This design comes from an exercise in tuning for small area on the open sky130 flow, not from production work.
Only simulation tests tie the RTL to the original design; equivalence was not proved.
Power figures rest on the tool's default switching activity, not on a simulated workload.

<file path="design.v">
module jexb_crc_upd (
    input  wire [15:0] crc,
    input  wire [7:0]  data,
    output wire [15:0] crc_next
);
    wire [7:0]  d1 = data ^ crc[7:0];
    wire [7:0]  d2 = d1 ^ {d1[3:0], 4'b0000};
    wire [15:0] t1 = {d2, crc[15:8]};
    wire [15:0] t2 = {12'h000, d2[7:4]};
    wire [15:0] t3 = {5'b00000, d2, 3'b000};
    assign crc_next = t1 ^ t2 ^ t3;
endmodule
module jexb_fa #(
    parameter [7:0] START_MARKER = 8'h3E,
    parameter [7:0] RC_TYPE      = 8'h31
) (
    input  wire        clk,
    input  wire        rst,
    input  wire        rx_valid,
    input  wire [7:0]  rx_data,
    input  wire [1:0]  c_op,
    input  wire [7:0]  c_idx,
    input  wire [15:0] c_mid,
    output wire        c_ready,
    output wire        c_fs_clear,
    output wire        c_baud_toggle,
    output wire [15:0] c_val,
    output wire [4:0]  nchan
);
    localparam integer CAP       = 70;
    localparam integer NCHAN     = 16;
    localparam [10:0]  JUNK_BASE = 11'd23;    
    assign nchan = NCHAN[4:0];
    reg [7:0]  hi_q [0:NCHAN-1];    
    reg [7:2]  lo_q [0:NCHAN-1];    
    reg [6:0]  pos_q;               
    reg [6:0]  len_q;               
    reg [15:0] crc_q;               
    reg        done_q;
    reg        baudok_q;
    reg [10:0] junk_q;              
    reg        ready_q;
    reg        toggle_q;
    reg        rd_q;                
    reg        md_q;                
    reg [15:0] arg_q;               
    wire        begun     = |pos_q;
    wire        is_marker = (rx_data == START_MARKER);
    wire        store     = rx_valid && (begun || is_marker);
    wire        junk_byte = rx_valid && !begun && !is_marker;
    wire [6:0]  p_next    = pos_q + 7'd1;
    wire [15:0] crc_out;
    jexb_crc_upd u_crc (
        .crc      (begun ? crc_q : 16'h0000),
        .data     (rx_data),
        .crc_next (crc_out)
    );
    wire at_len     = (pos_q == 7'd2);
    wire abort_len  = at_len && ((rx_data > CAP) || (rx_data < 8'd3));
    wire abort_type = (pos_q == 7'd4) && (rx_data != RC_TYPE);
    wire hit_len    = at_len ? (rx_data == 8'd3) :
                      ((pos_q > 7'd2) && (p_next == len_q));
    wire complete   = store && !abort_len && !abort_type && hit_len;
    wire crc_ok     = (crc_out == 16'h0000);
    wire good       = complete && crc_ok;
    wire bad        = complete && !crc_ok;
    wire stay       = store && !abort_len && !abort_type && !hit_len;
    wire [10:0] junk_sum  = junk_q + {4'd0, bad ? pos_q : 7'd0} + 11'd1;
    wire [10:0] junk_rx   = (junk_byte || bad) ?
                            {junk_q[10] | junk_sum[10], junk_sum[9:0]} : junk_q;
    wire done_rx   = good ? 1'b1 : ((store && !begun) ? 1'b0 : done_q);
    wire baudok_rx = baudok_q || good;
    wire is_poll = (c_op == 2'b01);
    wire is_rdch = (c_op == 2'b10);
    wire toggle  = is_poll && !baudok_rx && junk_rx[10];
    wire use_mid = (c_idx[7:4] != 4'd0) || !baudok_rx;
    wire [7:0] wdata = rst ? 8'h00 : rx_data;
    integer i;
    always @(posedge clk) begin
        for (i = 0; i < NCHAN; i = i + 1) begin
            if (rst || (store && pos_q == 6 + 2 * i))
                lo_q[i] <= wdata[7:2];
            if (rst || (store && pos_q == 7 + 2 * i))
                hi_q[i] <= wdata;
        end
    end
    always @(posedge clk) begin
        if (at_len)
            len_q <= rx_data[6:0];
        if (store)
            crc_q <= crc_out;
        arg_q <= use_mid ? c_mid : {c_mid[15:4], c_idx[3:0]};
    end
    always @(posedge clk) begin
        if (rst) begin
            pos_q    <= 7'd0;
            done_q   <= 1'b0;
            baudok_q <= 1'b0;
            junk_q   <= JUNK_BASE;
            ready_q  <= 1'b0;
            toggle_q <= 1'b0;
            rd_q     <= 1'b0;
            md_q     <= 1'b0;
        end else begin
            if (toggle || (store && !stay))
                pos_q <= 7'd0;
            else if (store)
                pos_q <= p_next;
            done_q   <= is_poll ? 1'b0 : done_rx;
            baudok_q <= baudok_rx;
            junk_q   <= toggle ? JUNK_BASE : junk_rx;
            ready_q  <= is_poll && done_rx;
            toggle_q <= toggle;
            rd_q     <= is_rdch && !use_mid;
            md_q     <= is_rdch && use_mid;
        end
    end
    assign c_ready       = ready_q;
    assign c_fs_clear    = ready_q;
    assign c_baud_toggle = toggle_q;
    wire [13:0] chsel;
    wire [15:0] sel;
    wire [13:0] row [0:NCHAN-1];
    genvar g, b;
    generate
        for (g = 0; g < NCHAN; g = g + 1) begin : g_sel
            assign sel[g] = rd_q && (arg_q[3:0] == g);
            assign row[g] = {hi_q[g], lo_q[g]} & {14{sel[g]}};
        end
        for (b = 0; b < 14; b = b + 1) begin : g_bit
            wire o0 = row[0][b]  | row[1][b]  | row[2][b];
            wire o1 = row[3][b]  | row[4][b]  | row[5][b];
            wire o2 = row[6][b]  | row[7][b]  | row[8][b];
            wire o3 = row[9][b]  | row[10][b] | row[11][b];
            wire o4 = row[12][b] | row[13][b] | row[14][b];
            wire o5 = row[15][b];
            assign chsel[b] = (o0 | o1 | o2) | (o3 | o4 | o5);
        end
    endgenerate
    wire [7:0] hi_sel = chsel[13:6];
    wire [7:2] lo_sel = chsel[5:0];
    wire [13:0] chval = {1'b0, hi_sel, lo_sel[7:3]} + {13'd0, lo_sel[2]};
    assign c_val = (md_q ? arg_q : 16'd0) | {2'b00, chval};
endmodule
</file>
<file path="flow/run.sh">
#!/bin/bash
# Own layout flow: the standard flow, with
#  - synthesis: abc maps for area (flow/abc_area.script) instead of ORFS's
#    area script, which buffers and upsizes for a delay target;
#  - port buffers: the smallest buffer (buf_1) instead of clkdlybuf4s50_1;
#  - CTS: no dummy loads, clkbuf_8 buffers driving clusters of up to 16 sinks.
set -euo pipefail
WORK=$(pwd)
export FLOW_WORK=$WORK
export AREA_ABC_SCRIPT=$WORK/flow/abc_area.script
sed "s#SYNTH_SCRIPT=[^ ]*#SYNTH_SCRIPT=$WORK/flow/synth.tcl#" standard.sh > own_standard.sh
bash own_standard.sh synth > synth.log 2>&1
export BUFFER_PORTS_ARGS="-buffer_cell sky130_fd_sc_hd__buf_1"
export CTS_ARGS="-sink_clustering_enable -repair_clock_nets -dont_use_dummy_load -buf_list sky130_fd_sc_hd__clkbuf_8 -sink_clustering_size 16 -sink_clustering_max_diameter 60"
bash standard.sh > layout.log 2>&1
</file>
<file path="flow/abc_area.script">
strash
&get -n
&dch -f
&nf -R 1000
&put
strash
&get -n
&dch -f
&nf -R 1000
&put
strash
&get -n
&dch -f
&nf -R 1000
&put
topo
</file>
<file path="flow/synth.tcl">
# The standard flow's synthesis (synth_recipe.tcl) with abc's script replaced by an
# area-oriented one. Registers are mapped before abc runs, so they are the
# same as the standard synthesis gives.
proc abc {args} {
  set i [lsearch -exact $args -script]
  if { $i >= 0 } {
    lset args [expr { $i + 1 }] $::env(AREA_ABC_SCRIPT)
  }
  yosys abc {*}$args
}
source $::env(FLOW_WORK)/synth_recipe.tcl
</file>
<file path="standard.sh">
#!/bin/bash
# synth_recipe.tcl (not shown) runs the flow's synth.tcl, then flattens the netlist and writes it again
# the make line also repeats each setting of config.mk as NAME=value (left out here)
make -C /OpenROAD-flow-scripts/flow DESIGN_CONFIG=/design/flow/config.mk WORK_HOME=/design/flow/orfs CLKGATE_MAP_FILE= SYNTH_SCRIPT=/design/flow/synth_recipe.tcl "${@:-finish}"
</file>
<file path="config.mk">
export PLATFORM = sky130hd
export DESIGN_NAME = jexb_fa
export DESIGN_NICKNAME = jexb_fa
export VERILOG_FILES = /design/flow/design.v
export SDC_FILE = /design/flow/constraint.sdc
export NUM_CORES = 4
export LEC_CHECK = 0
export ABC_AREA = 1
export CAP_MARGIN = 20
export CORE_MARGIN = 2
export CORE_UTILIZATION = 60
export PLACE_DENSITY = 0.7
export SLEW_MARGIN = 20
</file>
<file path="constraint.sdc">
create_clock -name core_clock -period 10.0 [get_ports {clk}]
set_input_delay 2.0000 -clock core_clock [delete_from_list [all_inputs] [get_ports {clk}]]
set_output_delay 2.0000 -clock core_clock [all_outputs]
set_load 0.01 [all_outputs]
</file>
==> summary.md, run 1 <==
| Metric | Value |
|---|---|
| Antenna-violating nets left | `0` |
| Sequential-to-total area share from yosys stat | `72.5%` |
| YS warnings | `3` |
| Die W | `141 um` |
| DRT Pass-1 Iters | `9` |
| Layout fillers | `1377` |
| CP peak stage delay | `650 ps` |
| Synth Flop Type | `edfxtp_1` |
| FF-to-FF End | `pos_q[2]$_SDFFE_PP0P_` |
| RSZ-0062 raised after global routing | `false` |
| Pint | `1860 uW` |
| CTS root buffer | `clkbuf_8` |
| Final setup fails | `0` |
| Initial core utilization | `60.8%` |
| Port bufs | `55` |
| Nets | `889` |
| Fin Clk Skew | `45.5 ps` |
| Clock latency on the worst-skew pair | `560 ps` |
| R2R Setup Slk | `3320 ps` |
| Worst R2R Start | `pos_q[4]$_SDFFE_PP0P_` |
| Syn Inst Count | `745` |
| Vias in the first global route | `6847` |
| GPL Wtd Cong | `0.864` |
| CTS sink cnt | `287` |
| Post-CTS Setup Repair Bufs | `0` |
| Syn avg cell area | `15.2 um2` |
| DRT iter0 DRCs | `982` |
| Largest area contributor in the synthesized netlist | `edfxtp_1` |
| Tmin final | `6680 ps` |
| CP Capture Point | `pos_q[2]$_SDFFE_PP0P_` |
| Placeable Area | `18600 um2` |
| Layout area overhead | `8.28%` |
| Layout cell share with drive strength beyond 1 | `6.46%` |
| Clock Path Buffers | `3` |
| Clock slew seen by the registers of the worst setup and hold paths | `100 ps` |
| Vias | `6927` |
| Crit Path Class | `reg -> reg` |
| Grt ovf | `0` |
| Die Height | `141 um` |
| R2R cell count | `25` |
| #FFs+latches synth | `287` |
| Asr flop ratio synth | `0%` |
| Flop pwr share | `59.4%` |
| Total track usage | `25.3%` |
| Post-cts resize count | `0` |
| DP Worst Slack | `3040 ps` |
| Largest net degree at the start of global routing | `48` |
| CP endpoint kind | `flop` |
| First-pass GRT wire length | `38.5 mm` |
| Final Hold Fails | `0` |
| Fin Setup TNS | `0 ps` |
| Fin crit share | `66.8%` |
| Worst setup startpoint | `pos_q[4]$_SDFFE_PP0P_` |
| Post-synthesis cell area | `11300 um2` |
| Yosys top cell area share | `65.5%` |
| Max IR drop VDD | `0.222 mV` |
| Hold buffers post-CTS | `0` |
| CTS tree | `yes` |
| Leakage Power | `0.00431 uW` |
| Critical path data required time | `10470 ps` |
| Worst setup SP type | `flop` |
| DR WL/cell | `23.7 um` |
| Slowest-stage cell, CP | `nand3_1` |
| Critical path's top delay family | `simple AND/OR/NAND/NOR gates` |
| Vias per cell | `6.47` |
| Worst Tran Pin Value | `1060 ps` |
| Die area | `20000 um2` |
| TritonCTS Buffers | `23` |
| Max cap viols | `0` |
| Top cells by area, synth | `edfxtp_1 (65%), dfxtp_1 (7.1%), a222oi_1 (6.2%)` |
| Fin. max-slew vios | `0` |
| Initial antenna violation count | `1` |
| Switch Pwr | `734 uW` |
| Post-synth EDFFs | `247` |
| Net Sw Frac | `28.3%` |
| Worst EP arrival | `7140 ps` |
| PwrDens | `211 nW/um2` |
| Distinct cell type count after synthesis | `42` |
| Antenna fix cells | `0` |
| Drt drc | `0` |
| Final WL | `25.3 mm` |
| Row Count | `50` |
| Max frequency | `150 MHz` |
| Final worst slack | `3320 ps` |
| Comb power frac | `19.5%` |
| Tightest Hold Check Type | `reg -> reg` |
| I/O pin cnt | `61` |
| Status | `timing/DRC/antenna clean` |
| Bufs and invs on worst path | `0` |
| Clock Power Share | `21.1%` |
| Worst relative slew slack | `28.4%` |
| Worst-path fanout max | `18` |
| H-tree levels | `1` |
| Crit path depth | `25` |
| Post-DP HPWL | `16.7 mm` |
## placed cells by master (no fill, tap or decap), types with 6 or more instances in the layout
master | netlist | layout
nor2b_1 | 16 | 7
clkbuf_8 | 0 | 23
a21oi_1 | 19 | 19
a21o_1 | 28 | 28
edfxtp_1 | 247 | 247
buf_1 | 0 | 54
dfxtp_1 | 40 | 40
nand3_1 | 30 | 30
xnor2_1 | 20 | 20
nor2_1 | 47 | 42
nand2b_1 | 10 | 10
a211oi_1 | 6 | 6
and3_1 | 14 | 14
a31o_1 | 7 | 7
nor2b_2 | 0 | 9
nand2_1 | 56 | 56
buf_4 | 6 | 16
clkinv_1 | 10 | 10
o21ai_0 | 9 | 9
and2_0 | 10 | 10
ha_1 | 13 | 13
xor2_1 | 30 | 30
nand4_1 | 7 | 7
nor3_1 | 13 | 13
a222oi_1 | 70 | 70
## power groups by stage
stage / logic, uW / clock network (uW) / registers [uW]
2_1_floorplan: 377 / 0 / 1550
3_3_place_gp: 490 / 0 / 1560
3_5_place_dp: 506 / 0 / 1570
4_1_cts: 507 / 558 / 1540
5_1_grt: 565 / 593 / 1550
6_report: 505 / 548 / 1540
## synth_stat cells, types with 2 or more instances
| library cell | count |
|---|---|
| a31o_1 | 7 |
| edfxtp_1 | 247 |
| buf_4 | 6 |
| xnor2_1 | 20 |
| xor2_1 | 30 |
| nand2b_1 | 10 |
| and4_1 | 2 |
| a21o_1 | 28 |
| and3_1 | 14 |
| a211oi_1 | 6 |
| nor3_1 | 13 |
| mux2_1 | 4 |
| and2_0 | 10 |
| o21ai_0 | 9 |
| mux2i_1 | 5 |
| a21oi_1 | 19 |
| o21bai_1 | 2 |
| o211ai_1 | 2 |
| nor4_1 | 2 |
| a222oi_1 | 70 |
| nand2_1 | 56 |
| nand4_1 | 7 |
| nor2_1 | 47 |
| a31oi_1 | 3 |
| clkinv_1 | 10 |
| conb_1 | 2 |
| ha_1 | 13 |
| dfxtp_1 | 40 |
| nor2b_1 | 16 |
| nand3_1 | 30 |
| nand3b_1 | 4 |
## state kept, by name, summed over array words and instances (netlist names)
register / count
arg_q: 16
baudok_q: 1
crc_q: 16
done_q: 1
hi_q: 128
junk_q: 11
len_q: 7
lo_q: 96
md_q: 1
pos_q: 7
rd_q: 1
ready_q: 1
toggle_q: 1
## worst reg2reg max path: cells and delay by family (launching register included)
kind                     cells  cell delay (ps)
AND/OR/NAND/NOR             15             3760
AO/OA/AOI/OAI                7             1400
flip-flops                   1              420
adder cells (fa/ha/maj)      1              340
XOR/XNOR                     2              650
## metal layers
metal	up-vias	track usage, %	wire length, um
met5	-	0	0
met4	0	6.42	381
met3	30	2.73	1940
met2	279	41.0	12100
met1	3462	37.6	10900
li1	3156	-	-
## through the flow
step	utilization (%)	cell area (um2)	total power (uW)	instances	hold slack, ps
3_3_place_gp	64.0	11900	2050	1047	450
2_1_floorplan	-	11300	1920	748	435
6_report	65.8	12300	2590	1070	495
4_1_cts	65.8	12300	2600	1070	498
5_1_grt	65.8	12300	2710	1070	526
3_5_place_dp	64.1	11900	2070	1047	474
## cells by family (layout without fill, tap and decap cells)
group,after synthesis,after routing,share of synthesized area [%]
and+or+nand+nor,212,212,9.06
other,2,5,0.0663
DFF,287,287,72.5
xor gates and xnor gates,50,50,3.87
adders and majority gates,14,14,1.61
AOI/OAI and AO/OA,155,155,11.3
muxes,9,9,0.839
buffers and inverters,16,104,0.729
## area by class of cell
type,instances,area (um2),area share (%)
sequential,287,8220,67.0
multi-input combinational,445,3080,25.1
timing repair buffer,71,328,2.67
clock buffer,23,317,2.58
tap,234,293,2.39
inverter,10,37.5,0.306
## worst min-delay path by stage
| stage | from | endpoint | slack, ps | depth (start not counted) |
|---|---|---|---|---|
| floorplan | junk_q[10]$_SDFF_PP0_ | junk_q[10]$_SDFF_PP0_ | 430 | 2 |
| global placement | junk_q[10]$_SDFF_PP0_ | junk_q[10]$_SDFF_PP0_ | 450 | 2 |
| detailed placement | baudok_q$_SDFF_PP0_ | baudok_q$_SDFF_PP0_ | 470 | 2 |
| CTS | baudok_q$_SDFF_PP0_ | baudok_q$_SDFF_PP0_ | 500 | 2 |
| global route | junk_q[0]$_SDFFE_PP1N_ | junk_q[0]$_SDFFE_PP1N_ | 530 | 2 |
| finish | baudok_q$_SDFF_PP0_ | baudok_q$_SDFF_PP0_ | 490 | 2 |
==> run 2: changes to the inputs <==
--- a/config.mk
+++ b/config.mk
@@ -9,5 +9,5 @@
 export CAP_MARGIN = 20
 export CORE_MARGIN = 2
-export CORE_UTILIZATION = 60
-export PLACE_DENSITY = 0.7
+export CORE_UTILIZATION = 75
+export PLACE_DENSITY = 0.85
 export SLEW_MARGIN = 20
==> run 2 against run 1 <==
Compared with the run above:
- cell count decreased by 5.0%
- clock skew decreased by 22 ps
- synthesized area unchanged
- largest cell class unchanged
==> summary.md, run 2 <==
| Metric | Value |
|---|---|
| Status | `timing/DRC/antenna clean` |
| Die Height | `127 um` |
| Largest net degree at the start of global routing | `48` |
| CTS tree | `yes` |
| Final WL | `24.9 mm` |
| YS warnings | `3` |
| Asr flop ratio synth | `0%` |
| Yosys top cell area share | `65.5%` |
| Count leader, synth | `edfxtp_1` |
| Max FFs per register | `128` |
| Vias in the first global route | `6858` |
| Sequential-to-total area share from yosys stat | `72.5%` |
| Distinct cell type count after synthesis | `42` |
| H-tree levels | `1` |
| Crit Path Class | `reg -> reg` |
| Worst EP arrival | `7210 ps` |
| Tmin final | `6770 ps` |
| Clock slew seen by the registers of the worst setup and hold paths | `100 ps` |
| Worst relative slew slack | `21.9%` |
| Vias | `7082` |
| Slowest-stage cell, CP | `nand3_1` |
| TritonCTS Buffers | `21` |
| Post-synthesis cell area | `11300 um2` |
| Tightest Hold Check Type | `reg -> reg` |
| Non-Filler Instances | `1017` |
| Placed instance count | `996` |
| Fin Clk Skew | `23.9 ps` |
| Fin. max-slew vios | `0` |
| R2R cell count | `24` |
| Syn avg cell area | `15.2 um2` |
| Layout cell share with drive strength beyond 1 | `5.76%` |
| Hold Path Cell Cnt | `2` |
| Antenna fix cells | `0` |
| Worst Tran Pin Value | `1170 ps` |
| Clock latency on the worst-skew pair | `530 ps` |
| Final setup fails | `0` |
| Die area | `16100 um2` |
| DR WL/cell | `24.5 um` |
| Initial antenna violation count | `1` |
| Worst setup SP type | `flop` |
| Leakage Power | `0.00430 uW` |
| RSZ-0062 raised after global routing | `false` |
| Clock Path Buffers | `3` |
| Row Count | `44` |
| Commonest non-fill, non-tap cell in the layout | `edfxtp_1` |
| Port bufs | `55` |
| Layout fillers | `736` |
| Top cells by area, synth | `edfxtp_1 (65%), dfxtp_1 (7.1%), a222oi_1 (6.2%)` |
| Max cap viols | `0` |
| Syn Inst Count | `745` |
| CTS root buffer | `clkbuf_8` |
| Largest area contributor in the synthesized netlist | `edfxtp_1` |
| #FFs+latches synth | `287` |
| Area occupied by multi-input gates | `3080 um2` |
| DRT iter0 DRCs | `1163` |
| Post-synth EDFFs | `247` |
| Crit path depth | `24` |
| Final Hold Fails | `0` |
| Most Frequent Cell on Critical Path | `a21oi_1` |
| Post-CTS Setup Repair Bufs | `0` |
| Post-cts resize count | `0` |
| Fin Setup TNS | `0 ps` |
| First-pass GRT wire length | `37.9 mm` |
| Synth Flop Type | `edfxtp_1` |
| Crit-path cells | `nor3_1 -> nand3_1 -> nand2_1 -> xor2_1 -> xor2_1 -> xnor2_1 -> nor4_1 -> nand2_1 -> nor3_1 -> nor2_1 -> and2_0 -> ha_1 -> a21oi_1 -> o21ai_0 -> a21o_1 -> a21oi_1 -> nor2b_1 -> o21a_1 -> and3_1 -> a21oi_1 -> nand3b_1 -> nor2b_1 -> nand3_1 -> a211oi_1` |
| Hold buffers post-CTS | `0` |
| CP endpoint kind | `flop` |
| Die W | `127 um` |
| Max IR drop VDD | `0.241 mV` |
| Layout area overhead | `7.51%` |
| CTS sink cnt | `287` |
| Vias per cell | `6.96` |
| Max frequency | `148 MHz` |
| Nets | `886` |
| Critical path's top delay family | `simple AND/OR/NAND/NOR gates` |
| CP peak stage delay | `660 ps` |
| Bufs and invs on worst path | `0` |
| GPL Wtd Cong | `0.847` |
| Register area | `8220 um2` |
| Placeable Area | `14600 um2` |
| Total track usage | `31.2%` |
| Regs by FF count | `hi_q (128), lo_q (96)` |
| Critical path data required time | `10440 ps` |
| Fin crit share | `67.7%` |
| Post-DP HPWL | `16.4 mm` |
| Initial core utilization | `77.4%` |
| Worst-path fanout max | `18` |
| DRT Pass-1 Iters | `7` |
| I/O pin cnt | `61` |
| Antenna-violating nets left | `0` |
| Drt drc | `0` |
| Largest Register | `hi_q` |
| Top cells by count, synth | `edfxtp_1 (247), a222oi_1 (70), nand2_1 (56)` |
| Grt ovf | `0` |
| Commonest non-fill, non-tap cells in the layout | `edfxtp_1 (247), a222oi_1 (70), nand2_1 (56)` |
| PwrDens | `212 nW/um2` |
[run 2: cell counts after synthesis]
Identical to the previous run, type by type.
[run 2: per-stage QoR]
| stage | hold WS (ps) | setup slack (ps) | instance area, um2 | utilization, % | total power (uW) |
|---|---|---|---|---|---|
| final | 481 | 3230 | 12200 | 83.2 | 2580 |
| after global routing | 531 | 2480 | 12200 | 83.2 | 2680 |
| after CTS | 484 | 3230 | 12200 | 83.1 | 2570 |
| after detailed placement | 461 | 2980 | 11900 | 81.1 | 2070 |
| after global placement | 457 | 3360 | 11800 | 80.9 | 2040 |
| after floorplan | 435 | 2890 | 11300 | - | 1920 |
[run 2: cell type report]
type	count	share of cell area [%]
well taps	184	1.89
flip-flops and latches	287	67.5
inverters	10	0.308
clock buffers	21	2.37
repair buffers	70	2.69
multi-input cells	445	25.3
[run 2: worst paths after layout]
kind                                             from                     to  slack, ps
worst max register to register  pos_q[4]$_SDFFE_PP0P_  pos_q[4]$_SDFFE_PP0P_       3230
worst min-delay path            junk_q[10]$_SDFF_PP0_  junk_q[10]$_SDFF_PP0_        480
worst max-delay path            pos_q[4]$_SDFFE_PP0P_  pos_q[4]$_SDFFE_PP0P_       3230
worst min register to register  junk_q[10]$_SDFF_PP0_  junk_q[10]$_SDFF_PP0_        480
[run 2: logic make-up (layout without fill, tap and decap cells)]
group                    after synthesis  after routing  share of synthesized area, %
buffers and inverters                 16            101                         0.729
flip-flops                           287            287                          72.5
AO/OA/AOI/OAI                        155            155                          11.3
other                                  2              5                        0.0663
adder cells (fa/ha/maj)               14             14                          1.61
AND/OR/NAND/NOR                      212            212                          9.06
multiplexers                           9              9                         0.839
XOR/XNOR                              50             50                          3.87
[run 2: power by group]
group          switching (uW)  total, uW  internal, uW
logic                     340        510           170
clock network             333        523           189
registers                60.6       1540          1480
total                     734       2580          1840
[run 2: routing by layer]
| layer | up-vias | part of all wire [%] | GRT usage (%) | wire length, um |
|---|---|---|---|---|
| met4 | 0 | 3.1 | 10.5 | 780 |
| met1 | 3405 | 38 | 43.4 | 9410 |
| li1 | 3151 | - | - | - |
| met2 | 466 | 48 | 50.2 | 11900 |
| met5 | - | 0 | 0 | 0 |
| met3 | 60 | 11 | 6.92 | 2780 |
[run 2: worst register-to-register path, delay by kind of cell, from the launching register on]
family	cells	cell delay, ps
AOI/OAI and AO/OA	7	1380
xor gates and xnor gates	3	870
adders and majority gates	1	330
DFF	1	420
and+or+nand+nor	13	3700

[afterwards: timing with drivers on the ports]
In the flow no input, the clock included, has a driving cell. The finished layouts below were timed again as built, in two steps. Step 1, drivers: a clkbuf_16 drives clk and a buf_2 each remaining input, both assumed. Step 2 times the ports against the registers' clock, not the clock port: input delays grow and output delays shrink by t, the midpoint of the rising clock arrivals with the driver on. Slacks: ideal / step 1 / step 2; pairs: ideal / step 1.
run | t, ns | slack for setup (ns) | latest minus earliest clock arrival (ns) | worst data-port slew with drivers (ns) | cell pins on the clock port's net
run 1 | 0.577 | 3.324 / 3.324 / 3.016 | 0.046 / 0.046 | 0.03 | 1
run 2 | 0.557 | 3.226 / 3.226 / 2.981 | 0.029 / 0.028 | 0.04 | 1
After both steps setup and hold are still met in every run listed. For run 1, which loses most, drivers alone change the setup slack by 0.000 ns; drivers and shift together by -0.308 ns.
